What follows belongs to an exercise in optimizing a design on an open flow for small area; a production flow would make more cautious choices. RTL that was checked went through simulation tests only; none was proved equivalent to the original. Power and IR drop assume default switching activity.

==> flow/design.v (excerpt) <==
module nvj_fd (
    input  wire        clk,
    input  wire        rst,
    input  wire        cmd_valid,
    input  wire [7:0]  cmd_code,
    input  wire [16:0] cmd_arg,
    output wire        cmd_ready,
    output wire        tx_valid,
    output wire [7:0]  tx_data,
    input  wire        tx_ready,
    input  wire        smp_valid,
    input  wire        smp_present,
    input  wire [3:0]  smp_len,
    input  wire [79:0] smp_id,
    output wire        ev_valid,
    output wire        ev_kind,
    output wire [3:0]  ev_len,
    output wire [79:0] ev_id,
    output wire [3:0]  status
);
    wire f_busy, err_code, d_present, err_len;
    nvj_frm u_frm (
        .clk(clk), .rst(rst),
        .cmd_valid(cmd_valid), .cmd_code(cmd_code), .cmd_arg(cmd_arg),
        .cmd_ready(cmd_ready),
        .tx_valid(tx_valid), .tx_data(tx_data), .tx_ready(tx_ready),
        .busy(f_busy), .err_code(err_code)
    );
    nvj_tpd #(.ID_MAX_BYTES(10)) u_tpd (
        .clk(clk), .rst(rst),
        .smp_valid(smp_valid), .smp_present(smp_present),
        .smp_len(smp_len), .smp_id(smp_id),
        .ev_valid(ev_valid), .ev_kind(ev_kind), .ev_len(ev_len), .ev_id(ev_id),
        .present(d_present), .err_len(err_len)
    );
    assign status = {d_present, f_busy, err_len, err_code};
endmodule
Size: ~520 cells after synthesis, ~110 flip-flops.
Settings: LEC_CHECK=0, CAP_MARGIN=20, CORE_MARGIN=2, CORE_UTILIZATION=40, PLACE_DENSITY=0.6, SLEW_MARGIN=20; clock period 10.0 ns.
standard.sh (not shown) runs the stock make flow with config.mk's settings and CLKGATE_MAP_FILE= SYNTH_SCRIPT=/design/flow/synth_recipe.tcl, a recipe that flattens the netlist after the stock synthesis.
==> flow/flow/run.sh <==
#!/bin/bash
set -euo pipefail
bash standard.sh \
  "BUFFER_PORTS_ARGS=-buffer_cell sky130_fd_sc_hd__buf_1" \
  "CTS_ARGS=-repair_clock_nets -dont_use_dummy_load -buf_list {sky130_fd_sc_hd__clkbuf_8} -distance_between_buffers 500 -branching_point_buffers_distance 500" \
  finish > standard.log 2>&1
Change:
==> flow/flow/run.sh (replaced) <==
#!/bin/bash
set -euo pipefail
bash standard.sh \
  "BUFFER_PORTS_ARGS=-buffer_cell sky130_fd_sc_hd__buf_1" \
  "CTS_ARGS=-sink_clustering_enable -repair_clock_nets -dont_use_dummy_load -buf_list {sky130_fd_sc_hd__clkbuf_8} -sink_clustering_size 40 -sink_clustering_max_diameter 200 -sink_clustering_levels 1" \
  finish > standard.log 2>&1
Result: Design area does not change. First-iteration DRC count is unchanged. Power stays the same. Final cell count stays the same. Clock-buffer cell count is unchanged. Worst hold slack is unchanged. Sequential power barely changes.
Change:
==> flow/flow/run.sh (replaced) <==
#!/bin/bash
set -euo pipefail
bash standard.sh \
  "BUFFER_PORTS_ARGS=-buffer_cell sky130_fd_sc_hd__buf_1" \
  "CTS_ARGS=-sink_clustering_enable -repair_clock_nets -dont_use_dummy_load -buf_list {sky130_fd_sc_hd__clkbuf_8} -sink_clustering_size 50 -sink_clustering_max_diameter 100" \
  finish > standard.log 2>&1
After rerunning: Critical path depth is unchanged; synthesized area does not change; power is unchanged; clock-buffer cell count stays the same; via count stays the same; combinational power hardly moves; first-iteration DRC count is unchanged.

* * *

## run 1
nvj_fd, a different RTL version from the one above (not shown whole).
Size: ~530 cells after synthesis, about 110 flip-flops, ~6100 um^2 of cells after synthesis.
// nvj_fd
module nvj_fd (
    input  wire        clk,
    input  wire        rst,
    input  wire        cmd_valid,
    input  wire [7:0]  cmd_code,
    input  wire [16:0] cmd_arg,
    output wire        cmd_ready,
    output wire        tx_valid,
    output wire [7:0]  tx_data,
    input  wire        tx_ready,
    input  wire        smp_valid,
    input  wire        smp_present,
    input  wire [3:0]  smp_len,
    input  wire [79:0] smp_id,
    output wire        ev_valid,
    output wire        ev_kind,
    output wire [3:0]  ev_len,
    output wire [79:0] ev_id,
    output wire [3:0]  status
);
    wire f_busy, err_code, d_present, err_len;
    nvj_frm u_frm (
        .clk(clk), .rst(rst),
        .cmd_valid(cmd_valid), .cmd_code(cmd_code), .cmd_arg(cmd_arg),
        .cmd_ready(cmd_ready),
        .tx_valid(tx_valid), .tx_data(tx_data), .tx_ready(tx_ready),
        .busy(f_busy), .err_code(err_code)
    );
    nvj_tpd #(.ID_MAX_BYTES(10)) u_tpd (
        .clk(clk), .rst(rst),
  ...
Settings: LEC_CHECK=0, CAP_MARGIN=20, CORE_MARGIN=2, CORE_UTILIZATION=40, PLACE_DENSITY=0.6, SLEW_MARGIN=20; clock period 10.0 ns.
==> flow/flow/run.sh <==
#!/bin/bash
set -euo pipefail
bash standard.sh \
  "BUFFER_PORTS_ARGS=-buffer_cell sky130_fd_sc_hd__buf_1" \
  "CTS_ARGS=-sink_clustering_enable -repair_clock_nets -dont_use_dummy_load -root_buf sky130_fd_sc_hd__clkbuf_8 -buf_list {sky130_fd_sc_hd__clkbuf_4} -sink_clustering_size 50 -sink_clustering_max_diameter 100" \
  "RECOVER_POWER=100" \
  finish > standard.log 2>&1
Run 1 ran in full, but the layout does not pass; the checks complain about max-capacitance violations, max-slew violations.
## Diff of input files: run 2 against run 1
==> flow/flow/run.sh <==
#!/bin/bash
set -euo pipefail
bash standard.sh \
  "BUFFER_PORTS_ARGS=-buffer_cell sky130_fd_sc_hd__buf_1" \
  "CTS_ARGS=-sink_clustering_enable -repair_clock_nets -dont_use_dummy_load -buf_list {sky130_fd_sc_hd__clkbuf_8} -sink_clustering_size 50 -sink_clustering_max_diameter 100" \
  finish > standard.log 2>&1
==> run summary <==
- Worst clock skew on the final layout delta (run 2 -> run 1): insignificant
- The standard cells in run 2 occupy more silicon area than those in run 1 do.
- Run 2 gives less sequential share of layout area than run 1 did.
- Run 2 completed; timing, DRC and antenna clean
- [diff] wire length, run 2 relative to run 1: improvement
- Run 2 gives more setup slack of the critical path after layout than run 1 did.
- Between run 2 and run 1, it is run 2 whose power density of the placed cells is lower, by 0.73%.
- Diff run 1..run 2 | worst hold slack | negligible

* * *

The RTL this note starts from:
==> flow/design.v <==
module nvj_frm (
    input  wire        clk,
    input  wire        rst,
    input  wire        cmd_valid,
    input  wire [7:0]  cmd_code,
    input  wire [16:0] cmd_arg,
    output wire        cmd_ready,
    output wire        tx_valid,
    output reg  [7:0]  tx_data,
    input  wire        tx_ready,
    output wire        busy,
    output reg         err_code
);
    localparam [3:0] IDLE = 4'd15;
    reg [3:0]  f_idx;      
    reg        c_rst;      
    reg        c_play;     
    reg [15:0] p;
    wire is_rst  = (cmd_code == 8'h0C);
    wire is_vol  = (cmd_code == 8'h06);
    wire is_play = (cmd_code == 8'h03);
    wire code_ok = is_rst | is_vol | is_play;
    wire f_busy = (f_idx != IDLE);
    assign cmd_ready = !f_busy;
    assign tx_valid  = f_busy;
    assign busy      = f_busy;
    wire        neg   = cmd_arg[16];
    wire        zero  = (cmd_arg[15:0] == 16'd0);
    wire        big   = (cmd_arg[15:5] != 11'd0) || (cmd_arg[4:0] == 5'd31);
    reg  [15:0] param;
    always @(*) begin
        if (is_play)     param = (neg || zero) ? 16'd1 : cmd_arg[15:0];
        else if (is_vol) param = neg ? 16'd0 : big ? 16'd30 : {11'd0, cmd_arg[4:0]};
        else             param = 16'd0;
    end
    wire [7:0] code = {4'h0, c_rst, !c_play, !c_rst, c_play};
    wire [9:0] t    = {2'b01, code + 8'h04} + {2'b00, p[15:8]} + {2'b00, p[7:0]};
    wire [7:0] ch   = {6'b111111, ~t[9:8]};
    wire [7:0] cl   = ~t[7:0];
    always @(*) begin
        case (f_idx)
            4'd0: tx_data = 8'h7E;
            4'd1: tx_data = 8'hFF;
            4'd2: tx_data = 8'h06;
            4'd3: tx_data = code;
            4'd5: tx_data = p[15:8];
            4'd6: tx_data = p[7:0];
            4'd7: tx_data = ch;
            4'd8: tx_data = cl;
            4'd9: tx_data = 8'hEF;
            default: tx_data = 8'h00;
        endcase
    end
    always @(posedge clk) begin
        if (!f_busy) begin
            p      <= param;
            c_rst  <= is_rst;
            c_play <= is_play;
        end
    end
    always @(posedge clk) begin
        if (rst) begin
            f_idx    <= IDLE;
            err_code <= 1'b0;
        end else if (f_busy) begin
            if (tx_ready) f_idx <= (f_idx == 4'd9) ? IDLE : f_idx + 4'd1;
        end else if (cmd_valid) begin
            if (code_ok) f_idx    <= 4'd0;
            else         err_code <= 1'b1;
        end
    end
endmodule
module nvj_tpd #(
    parameter ID_MAX_BYTES = 10,
    parameter IDW          = 8 * ID_MAX_BYTES
) (
    input  wire           clk,
    input  wire           rst,
    input  wire           smp_valid,
    input  wire           smp_present,
    input  wire [3:0]     smp_len,
    input  wire [IDW-1:0] smp_id,
    output wire           ev_valid,
    output wire           ev_kind,
    output wire [3:0]     ev_len,
    output wire [IDW-1:0] ev_id,
    output wire           present,
    output reg            err_len
);
    reg           d_present;
    reg           d_ev;
    reg [3:0]     d_len;
    reg [IDW-1:0] d_id;
    wire len_ok = (smp_len != 4'd0) && (smp_len <= ID_MAX_BYTES);
    wire [ID_MAX_BYTES-1:0] below;
    genvar b;
    generate
        for (b = 0; b < ID_MAX_BYTES; b = b + 1) begin : g_below
            assign below[b] = (d_len > b);
        end
    endgenerate
    reg diff;
    integer k;
    always @(*) begin
        diff = (d_len != smp_len);
        for (k = 0; k < ID_MAX_BYTES; k = k + 1)
            if (below[k] && d_id[8*k +: 8] != smp_id[8*k +: 8]) diff = 1'b1;
    end
    wire load = smp_valid && smp_present && len_ok;
    always @(posedge clk) begin
        if (load) begin
            d_len <= smp_len;
            d_id  <= smp_id;
        end
    end
    always @(posedge clk) begin
        if (rst) begin
            d_present <= 1'b0;
            d_ev      <= 1'b0;
            err_len   <= 1'b0;
        end else begin
            d_ev <= smp_valid && (smp_present ? (len_ok && (!d_present || diff)) : d_present);
            if (smp_valid) begin
                if (!smp_present)  d_present <= 1'b0;
                else if (len_ok)   d_present <= 1'b1;
                else               err_len   <= 1'b1;
            end
        end
    end
    assign present  = d_present;
    assign ev_valid = d_ev;
    assign ev_kind  = d_ev && !d_present;
    assign ev_len   = d_ev ? d_len : 4'd0;
    generate
        for (b = 0; b < ID_MAX_BYTES; b = b + 1) begin : g_out
            wire en = d_ev && below[b];
            assign ev_id[8*b +: 8] = en ? d_id[8*b +: 8] : 8'h00;
        end
    endgenerate
endmodule
module nvj_fd (
    input  wire        clk,
    input  wire        rst,
    input  wire        cmd_valid,
    input  wire [7:0]  cmd_code,
    input  wire [16:0] cmd_arg,
    output wire        cmd_ready,
    output wire        tx_valid,
    output wire [7:0]  tx_data,
    input  wire        tx_ready,
    input  wire        smp_valid,
    input  wire        smp_present,
    input  wire [3:0]  smp_len,
    input  wire [79:0] smp_id,
    output wire        ev_valid,
    output wire        ev_kind,
    output wire [3:0]  ev_len,
    output wire [79:0] ev_id,
    output wire [3:0]  status
);
    wire f_busy, err_code, d_present, err_len;
    nvj_frm u_frm (
        .clk(clk), .rst(rst),
        .cmd_valid(cmd_valid), .cmd_code(cmd_code), .cmd_arg(cmd_arg),
        .cmd_ready(cmd_ready),
        .tx_valid(tx_valid), .tx_data(tx_data), .tx_ready(tx_ready),
        .busy(f_busy), .err_code(err_code)
    );
    nvj_tpd #(.ID_MAX_BYTES(10)) u_tpd (
        .clk(clk), .rst(rst),
        .smp_valid(smp_valid), .smp_present(smp_present),
        .smp_len(smp_len), .smp_id(smp_id),
        .ev_valid(ev_valid), .ev_kind(ev_kind), .ev_len(ev_len), .ev_id(ev_id),
        .present(d_present), .err_len(err_len)
    );
    assign status = {d_present, f_busy, err_len, err_code};
endmodule
Settings: LEC_CHECK=0, CAP_MARGIN=20, CORE_MARGIN=2, CORE_UTILIZATION=40, PLACE_DENSITY=0.6, SLEW_MARGIN=20; clock period 10.0 ns.
==> flow/flow/run.sh <==
#!/bin/bash
set -euo pipefail
bash standard.sh \
  "BUFFER_PORTS_ARGS=-buffer_cell sky130_fd_sc_hd__buf_1" \
  "CTS_ARGS=-sink_clustering_enable -repair_clock_nets -dont_use_dummy_load -buf_list {sky130_fd_sc_hd__clkbuf_8} -sink_clustering_size 50 -sink_clustering_max_diameter 100" \
  finish > standard.log 2>&1
The baseline completed with no timing, DRC or antenna violations.
Rerun with:
==> flow/flow/run.sh (replaced) <==
#!/bin/bash
set -euo pipefail
bash standard.sh \
  "BUFFER_PORTS_ARGS=-buffer_cell sky130_fd_sc_hd__buf_1" \
  "CTS_ARGS=-sink_clustering_enable -repair_clock_nets -dont_use_dummy_load -buf_list {sky130_fd_sc_hd__clkbuf_4 sky130_fd_sc_hd__clkbuf_8 sky130_fd_sc_hd__clkbuf_16} -sink_clustering_size 30 -sink_clustering_max_diameter 100" \
  finish > standard.log 2>&1
Result: Power rose by about 6%. Global-route usage does not change. Clock-buffer cell count is unchanged. Worst setup slack gains 0.026 ns. Cell area climbs by 1.4%. Combinational power stays flat. Routed wire length hardly moves. Worst hold slack loses 0.0038 ns. Synthesized cell count stays the same. Die area stays the same. Fmax increases by about 0.5%.
No functional check of the RTL was part of any run of this note.

* * *

== lane 1 ==
RTL: one of the versions met above, not the one the previous note started from.
Design nvj_fd, start of the top module:
module nvj_fd (
    input  wire        clk,
    input  wire        rst,
    input  wire        cmd_valid,
    input  wire [7:0]  cmd_code,
    input  wire [16:0] cmd_arg,
    output wire        cmd_ready,
    output wire        tx_valid,
    output wire [7:0]  tx_data,
    input  wire        tx_ready,
    input  wire        smp_valid,
    input  wire        smp_present,
    input  wire [3:0]  smp_len,
    input  wire [79:0] smp_id,
    output wire        ev_valid,
    output wire        ev_kind,
    output wire [3:0]  ev_len,
    output wire [79:0] ev_id,
    output wire [3:0]  status
);
    wire f_busy, err_code, d_present, err_len;
    nvj_frm u_frm (
        .clk(clk), .rst(rst),
        .cmd_valid(cmd_valid), .cmd_code(cmd_code), .cmd_arg(cmd_arg),
        .cmd_ready(cmd_ready),
        .tx_valid(tx_valid), .tx_data(tx_data), .tx_ready(tx_ready),
        .busy(f_busy), .err_code(err_code)
    );
    nvj_tpd #(.ID_MAX_BYTES(10)) u_tpd (
        .clk(clk), .rst(rst),
        .smp_valid(smp_valid), .smp_present(smp_present),
        .smp_len(smp_len), .smp_id(smp_id),
  ...
==> flow/config.mk <==
export PLATFORM = sky130hd
export DESIGN_NAME = nvj_fd
export DESIGN_NICKNAME = nvj_fd
export VERILOG_FILES = /design/flow/design.v
export SDC_FILE = /design/flow/constraint.sdc
export NUM_CORES = 4
export LEC_CHECK = 0
export CAP_MARGIN = 20
export CORE_MARGIN = 2
export CORE_UTILIZATION = 40
export PLACE_DENSITY = 0.6
export SLEW_MARGIN = 20
==> flow/constraint.sdc <==
create_clock -name core_clock -period 10.0 [get_ports {clk}]
set_input_delay 2.0000 -clock core_clock [delete_from_list [all_inputs] [get_ports {clk}]]
set_output_delay 2.0000 -clock core_clock [all_outputs]
set_load 0.01 [all_outputs]
==> flow/flow/run.sh <==
#!/bin/bash
# Layout flow: the standard synthesis; an area re-mapping of its
# combinational logic (the registers, their names and cell types are kept;
# the result is used only if Yosys proves it equivalent to the standard
# netlist and it is smaller); then the standard ORFS layout with 1x port
# buffers and a clock tree without dummy loads.
# Each tool's output goes to a log of its own in this folder.
set -euo pipefail
HERE=$(pwd)
F=$HERE/flow
LIB=$FLOW_HOME/platforms/sky130hd/lib/sky130_fd_sc_hd__tt_025C_1v80.lib
R=$HERE/orfs/results/sky130hd/nvj_fd/base
YOSYS=$FLOW_HOME/../tools/install/yosys/bin/yosys
command -v yosys > /dev/null && YOSYS=$(command -v yosys)
KNOBS=(
  "BUFFER_PORTS_ARGS=-buffer_cell sky130_fd_sc_hd__buf_1"
  "CTS_ARGS=-sink_clustering_enable -repair_clock_nets -dont_use_dummy_load -buf_list {sky130_fd_sc_hd__clkbuf_8} -sink_clustering_size 50 -sink_clustering_max_diameter 100"
)

bash standard.sh "${KNOBS[@]}" synth > synth.log 2>&1

D=$HERE/resyn
mkdir -p $D
python3 $F/libfilt.py $LIB $D > libfilt.log 2>&1
cp $R/1_2_yosys.v $D/std.v

area() { awk '/Chip area/ {print $NF}' "$1"; }

# Area of the standard netlist.
cat > $D/std.ys <<EOF
read_liberty -lib $LIB
read_verilog $D/std.v
hierarchy -top nvj_fd
tee -o $D/std.stat stat -liberty $LIB
EOF
$YOSYS -s $D/std.ys > resyn_std.log 2>&1
best=$D/std.v
best_area=$(area $D/std.stat)

cur=$D/std.v
for i in 1 2; do
  cat > $D/r$i.ys <<EOF
read_liberty $D/comb.lib
read_liberty -lib -ignore_redef $LIB
read_verilog $cur
hierarchy -top nvj_fd
flatten
rename -hide w:_*_.*
opt_clean -purge
abc -liberty $D/small.lib -script $F/area.abc
read_liberty -lib -ignore_redef $LIB
setundef -zero
splitnets
opt_clean -purge
hilomap -singleton -hicell sky130_fd_sc_hd__conb_1 HI -locell sky130_fd_sc_hd__conb_1 LO
insbuf -buf sky130_fd_sc_hd__buf_1 A X
check -assert -mapped
tee -o $D/r$i.stat stat -liberty $LIB
write_verilog -noattr -nohex -nodec $D/r$i.v
EOF
  if ! $YOSYS -s $D/r$i.ys > resyn_r$i.log 2>&1; then break; fi
  # Prove the re-mapped netlist equivalent to the standard one.
  cat > $D/e$i.ys <<EOF
read_liberty -ignore_miss_func $LIB
read_verilog $D/std.v
rename nvj_fd gold
read_verilog $D/r$i.v
rename nvj_fd gate
hierarchy -check
flatten gold gate
opt_clean
equiv_make gold gate equiv
hierarchy -top equiv
equiv_simple -seq 2
equiv_induct -seq 2
equiv_status -assert
EOF
  if ! $YOSYS -s $D/e$i.ys > resyn_e$i.log 2>&1; then break; fi
  a=$(area $D/r$i.stat)
  if awk -v a="$a" -v b="$best_area" 'BEGIN { exit !(a < b) }'; then
    best=$D/r$i.v
    best_area=$a
  fi
  cur=$D/r$i.v
done
echo "netlist: $best ($best_area um2)" > resyn.log

if [ "$best" != "$D/std.v" ]; then
  cp $best $R/1_2_yosys.v
  touch $R/1_2_yosys.v
fi

bash standard.sh "${KNOBS[@]}" finish > finish.log 2>&1
==> flow/flow/libfilt.py <==
import re, sys
# usage: libfilt.py in.lib outdir
# Writes outdir/comb.lib (plain combinational logic cells, used as functional
# models) and outdir/small.lib (their smallest drive strengths, the cells
# the area re-mapping may use). Sequential, clock, delay, tap and
# low-power cells are left out.
src = open(sys.argv[1]).read()
keep_re = re.compile(r'^sky130_fd_sc_hd__(a\d+[a-z0-9]*|o\d+[a-z0-9]*|and\d[a-z]*|or\d[a-z]*|nand\d[a-z]*|nor\d[a-z]*|xor\d|xnor\d|inv|buf|mux2i?|mux4|maj3|fa|ha)_\d+$')
m = re.search(r'\n\s*cell\s*\(', src)
head = src[:m.start()]
rx = re.compile(r'\n\s*cell\s*\(\s*"?([A-Za-z0-9_]+)"?\s*\)\s*\{')
cells = []
pos = m.start()
while True:
    m = rx.search(src, pos)
    if not m:
        break
    depth = 0
    j = m.end() - 1
    while True:
        c = src[j]
        if c == '{':
            depth += 1
        elif c == '}':
            depth -= 1
            if depth == 0:
                break
        j += 1
    block = src[m.start():j + 1]
    name = m.group(1)
    if keep_re.match(name) and not re.search(r'\b(ff|latch|statetable)\s*\(', block) \
            and 'dont_use : true' not in block:
        cells.append((name, block))
    pos = j + 1
def write(fn, keep):
    with open(fn, 'w') as f:
        f.write(head + ''.join(b for n, b in cells if keep(n)) + '\n}\n')
write(sys.argv[2] + '/comb.lib', lambda n: True)
write(sys.argv[2] + '/small.lib',
      lambda n: re.search(r'_(0|1)$', n) and not re.search(r'__(fa|ha)_', n))
print(len(cells), 'combinational cells')
Other scripts of this flow, unchanged in this note and not shown: flow/flow/area.abc
> inputs changed (lane 1 -> lane 2)
Settings: swapping 20 for 0 in CAP_MARGIN; swapping 0.6 for 0.75 in PLACE_DENSITY; swapping 40 for 65 in CORE_UTILIZATION; swapping 20 for 0 in SLEW_MARGIN.
--- a/flow/flow/run.sh
+++ b/flow/flow/run.sh
@@ -39,5 +39,7 @@
 
+for S in area area2 area3; do
 cur=$D/std.v
-for i in 1 2; do
-  cat > $D/r$i.ys <<EOF
+for i in 1 2 3; do
+  n=${S}_$i
+  cat > $D/$n.ys <<EOF
 read_liberty $D/comb.lib
@@ -49,3 +51,3 @@
 opt_clean -purge
-abc -liberty $D/small.lib -script $F/area.abc
+abc -liberty $D/small.lib -script $F/$S.abc
 read_liberty -lib -ignore_redef $LIB
@@ -57,8 +59,8 @@
 check -assert -mapped
-tee -o $D/r$i.stat stat -liberty $LIB
-write_verilog -noattr -nohex -nodec $D/r$i.v
+tee -o $D/$n.stat stat -liberty $LIB
+write_verilog -noattr -nohex -nodec $D/$n.v
 EOF
-  if ! $YOSYS -s $D/r$i.ys > resyn_r$i.log 2>&1; then break; fi
+  if ! $YOSYS -s $D/$n.ys > resyn_$n.log 2>&1; then break; fi
   # Prove the re-mapped netlist equivalent to the standard one.
-  cat > $D/e$i.ys <<EOF
+  cat > $D/e_$n.ys <<EOF
 read_liberty -ignore_miss_func $LIB
@@ -66,3 +68,3 @@
 rename nvj_fd gold
-read_verilog $D/r$i.v
+read_verilog $D/$n.v
 rename nvj_fd gate
@@ -70,2 +72,3 @@
 flatten gold gate
+rename -hide w:_*
 opt_clean
@@ -77,9 +80,10 @@
 EOF
-  if ! $YOSYS -s $D/e$i.ys > resyn_e$i.log 2>&1; then break; fi
-  a=$(area $D/r$i.stat)
+  if ! $YOSYS -s $D/e_$n.ys > resyn_e_$n.log 2>&1; then break; fi
+  a=$(area $D/$n.stat)
   if awk -v a="$a" -v b="$best_area" 'BEGIN { exit !(a < b) }'; then
-    best=$D/r$i.v
+    best=$D/$n.v
     best_area=$a
   fi
-  cur=$D/r$i.v
+  cur=$D/$n.v
+done
 done
==> flow/flow/area2.abc (new file) <==
strash
drwsat
&get -n
&st
&dch -f
&nf -a -R 1000
&put
==> flow/flow/area3.abc (new file) <==
&get -n; &st; &dch; &nf -R 1000; &put; topo; dnsize
--- a/flow/flow/libfilt.py
+++ b/flow/flow/libfilt.py
@@ -7,3 +7,3 @@
 src = open(sys.argv[1]).read()
-keep_re = re.compile(r'^sky130_fd_sc_hd__(a\d+[a-z0-9]*|o\d+[a-z0-9]*|and\d[a-z]*|or\d[a-z]*|nand\d[a-z]*|nor\d[a-z]*|xor\d|xnor\d|inv|buf|mux2i?|mux4|maj3|fa|ha)_\d+$')
+keep_re = re.compile(r'^sky130_fd_sc_hd__(a\d+[a-z0-9]*|o\d+[a-z0-9]*|and\d[a-z]*|or\d[a-z]*|nand\d[a-z]*|nor\d[a-z]*|xor\d|xnor\d|inv|buf|clkbuf|clkinv|mux2i?|mux4|maj3|fa|ha)_\d+$')
 m = re.search(r'\n\s*cell\s*\(', src)
Findings:
Changes observed in lane 2 relative to lane 1: part of the total power dissipated in combinational logic lost 11 points; final weighted congestion in routability-driven placement moved up; sequential group share of total power up 7.2 points; sequential power shrank by 9.8%; non-clock buffer count -0.47%.
The placeable core region in lane 2 is 0.60 times that in lane 1.
Clock skew ended up 16 ps lower on lane 2 than on lane 1.
Between lane 1 and lane 2, the flow reports design area decreasing by a few percent.
Input-level comparison between lane 3 and lane 2:
--- a/flow/flow/run.sh
+++ b/flow/flow/run.sh
@@ -39,7 +39,5 @@
 
-for S in area area2 area3; do
 cur=$D/std.v
-for i in 1 2 3; do
-  n=${S}_$i
-  cat > $D/$n.ys <<EOF
+for i in 1 2; do
+  cat > $D/r$i.ys <<EOF
 read_liberty $D/comb.lib
@@ -51,3 +49,3 @@
 opt_clean -purge
-abc -liberty $D/small.lib -script $F/$S.abc
+abc -liberty $D/small.lib -script $F/area.abc
 read_liberty -lib -ignore_redef $LIB
@@ -59,8 +57,8 @@
 check -assert -mapped
-tee -o $D/$n.stat stat -liberty $LIB
-write_verilog -noattr -nohex -nodec $D/$n.v
+tee -o $D/r$i.stat stat -liberty $LIB
+write_verilog -noattr -nohex -nodec $D/r$i.v
 EOF
-  if ! $YOSYS -s $D/$n.ys > resyn_$n.log 2>&1; then break; fi
+  if ! $YOSYS -s $D/r$i.ys > resyn_r$i.log 2>&1; then break; fi
   # Prove the re-mapped netlist equivalent to the standard one.
-  cat > $D/e_$n.ys <<EOF
+  cat > $D/e$i.ys <<EOF
 read_liberty -ignore_miss_func $LIB
@@ -68,3 +66,3 @@
 rename nvj_fd gold
-read_verilog $D/$n.v
+read_verilog $D/r$i.v
 rename nvj_fd gate
@@ -72,3 +70,2 @@
 flatten gold gate
-rename -hide w:_*
 opt_clean
@@ -80,10 +77,9 @@
 EOF
-  if ! $YOSYS -s $D/e_$n.ys > resyn_e_$n.log 2>&1; then break; fi
-  a=$(area $D/$n.stat)
+  if ! $YOSYS -s $D/e$i.ys > resyn_e$i.log 2>&1; then break; fi
+  a=$(area $D/r$i.stat)
   if awk -v a="$a" -v b="$best_area" 'BEGIN { exit !(a < b) }'; then
-    best=$D/$n.v
+    best=$D/r$i.v
     best_area=$a
   fi
-  cur=$D/$n.v
-done
+  cur=$D/r$i.v
 done
--- a/flow/flow/libfilt.py
+++ b/flow/flow/libfilt.py
@@ -7,3 +7,3 @@
 src = open(sys.argv[1]).read()
-keep_re = re.compile(r'^sky130_fd_sc_hd__(a\d+[a-z0-9]*|o\d+[a-z0-9]*|and\d[a-z]*|or\d[a-z]*|nand\d[a-z]*|nor\d[a-z]*|xor\d|xnor\d|inv|buf|clkbuf|clkinv|mux2i?|mux4|maj3|fa|ha)_\d+$')
+keep_re = re.compile(r'^sky130_fd_sc_hd__(a\d+[a-z0-9]*|o\d+[a-z0-9]*|and\d[a-z]*|or\d[a-z]*|nand\d[a-z]*|nor\d[a-z]*|xor\d|xnor\d|inv|buf|mux2i?|mux4|maj3|fa|ha)_\d+$')
 m = re.search(r'\n\s*cell\s*\(', src)
removed: flow/flow/area2.abc
removed: flow/flow/area3.abc
[summary]
- Number of global-route vias before repair: lower on lane 3
- The estimated power of lane 3 ends up higher than the estimate for lane 2.
- Synthesized cell count in lane 3 is 28 above lane 2.
### lane 3 -> lane 4
Settings: swapping 0 for 20 in SLEW_MARGIN; swapping 65 for 40 in CORE_UTILIZATION; swapping 0.75 for 0.6 in PLACE_DENSITY; swapping 0 for 20 in CAP_MARGIN.
--- a/flow/flow/run.sh
+++ b/flow/flow/run.sh
@@ -50,3 +50,2 @@
 abc -liberty $D/small.lib -script $F/area.abc
-read_liberty -lib -ignore_redef $LIB
 setundef -zero
Notes after the runs:
Lane 4: flow completed, timing, DRC and antenna clean
In the tables for lane 4 and lane 3, area of the multi-input gates reads higher with lane 4.
Of the two candidates, lane 3 has the worse violation count after the first detailed-routing iteration and lane 4 the better one.
In the final design statistics, lane 4 uses more standard cells in total than lane 3.
Compared to lane 3, lane 4 has met1 capacity usage during global routing 14 points lower.
Between lane 4 and lane 3, final critical delay including setup and external delays is higher for lane 4, lane 3 comes in under that.
What lane 5 does differently from lane 4 at the input level:
Settings: a change of PLACE_DENSITY from 0.6 to 0.75; a change of CORE_UTILIZATION from 40 to 65.
--- a/flow/flow/run.sh
+++ b/flow/flow/run.sh
@@ -50,2 +50,3 @@
 abc -liberty $D/small.lib -script $F/area.abc
+read_liberty -lib -ignore_redef $LIB
 setundef -zero
[summary]
On clock share of power, the lower figure sits with lane 5, not lane 4.
Cmp lane 4 and lane 5 / critical path depth / higher: lane 4
[lane 5 vs lane 4] fraction of area in registers: higher in lane 5
Of the two candidates, lane 4 has the worse setup slack and lane 5 the better one.
Number of buffers added to fix hold violations after cts came out exactly the same in lane 4 and lane 5.
From lane 4 to lane 5 the numbers moved as follows: finished layout cell area decreased by about 2.7% relative to the old numbers; cell area after technology mapping decreased by 2.2% relative to the old numbers; number of tap cells inserted decreased by 76 relative to the old numbers.
Lane 5 ends up with a proportion of total power due to net switching that is 6.1 points higher than in lane 4.
Lane 5 ends up with lower mean post-synth cell area than lane 4 does.

separate check: timing with driven ports:
In the flow no input, the clock included, has a driving cell. The finished layouts below were timed again as built, in two steps.
Step 1: set_driving_cell puts a clkbuf_16 on clk and a buf_2 on each other input, an assumption about the parent block.
Step 2 adds t to the input delays and takes it off the output delays; t is the mean of the earliest and latest rising clock arrival at the registers after step 1. Input paths then give back, and output paths get back, about the clock's delay inside the block.
a / b / c = ideal / step 1 / step 2; a / b = the first two.
| run | shift t [ns] | setup WS [ns] | worst setup path after step 2 | clock arrival spread, ns | worst register clock-pin slew, ns |
|---|---|---|---|---|---|
| the first run of note 1 | 0.401 | 2.802 / 2.764 / 3.165 | register to output | 0.030 / 0.030 | 0.11 / 0.11 |
| the second run of note 1 | 0.401 | 2.802 / 2.764 / 3.165 | register to output | 0.030 / 0.030 | 0.11 / 0.11 |
| the third run of note 1 | 0.401 | 2.802 / 2.764 / 3.165 | register to output | 0.030 / 0.030 | 0.11 / 0.11 |
| run 1 | 0.397 | 3.188 / 3.150 / 3.470 | input to register | 0.025 / 0.025 | 0.10 / 0.10 |
| run 2 | 0.398 | 3.195 / 3.157 / 3.555 | register to output | 0.026 / 0.026 | 0.10 / 0.10 |
| the first run of note 3 | 0.403 | 4.674 / 4.637 / 5.041 | register to output | 0.037 / 0.037 | 0.11 / 0.11 |
| the second run of note 3 | 0.380 | 4.700 / 4.659 / 5.038 | register to output | 0.023 / 0.023 | 0.08 / 0.08 |
| lane 1 | 0.397 | 3.150 / 3.116 / 3.513 | register to output | 0.035 / 0.035 | 0.11 / 0.11 |
| lane 2 | 0.376 | 3.470 / 3.439 / 3.814 | register to output | 0.029 / 0.029 | 0.10 / 0.10 |
| lane 3 | 0.381 | 3.072 / 3.036 / 3.416 | register to output | 0.036 / 0.035 | 0.11 / 0.11 |
| lane 4 | 0.401 | 2.802 / 2.764 / 3.165 | register to output | 0.030 / 0.030 | 0.11 / 0.11 |
| lane 5 | 0.382 | 3.065 / 3.028 / 3.410 | register to output | 0.036 / 0.036 | 0.11 / 0.11 |
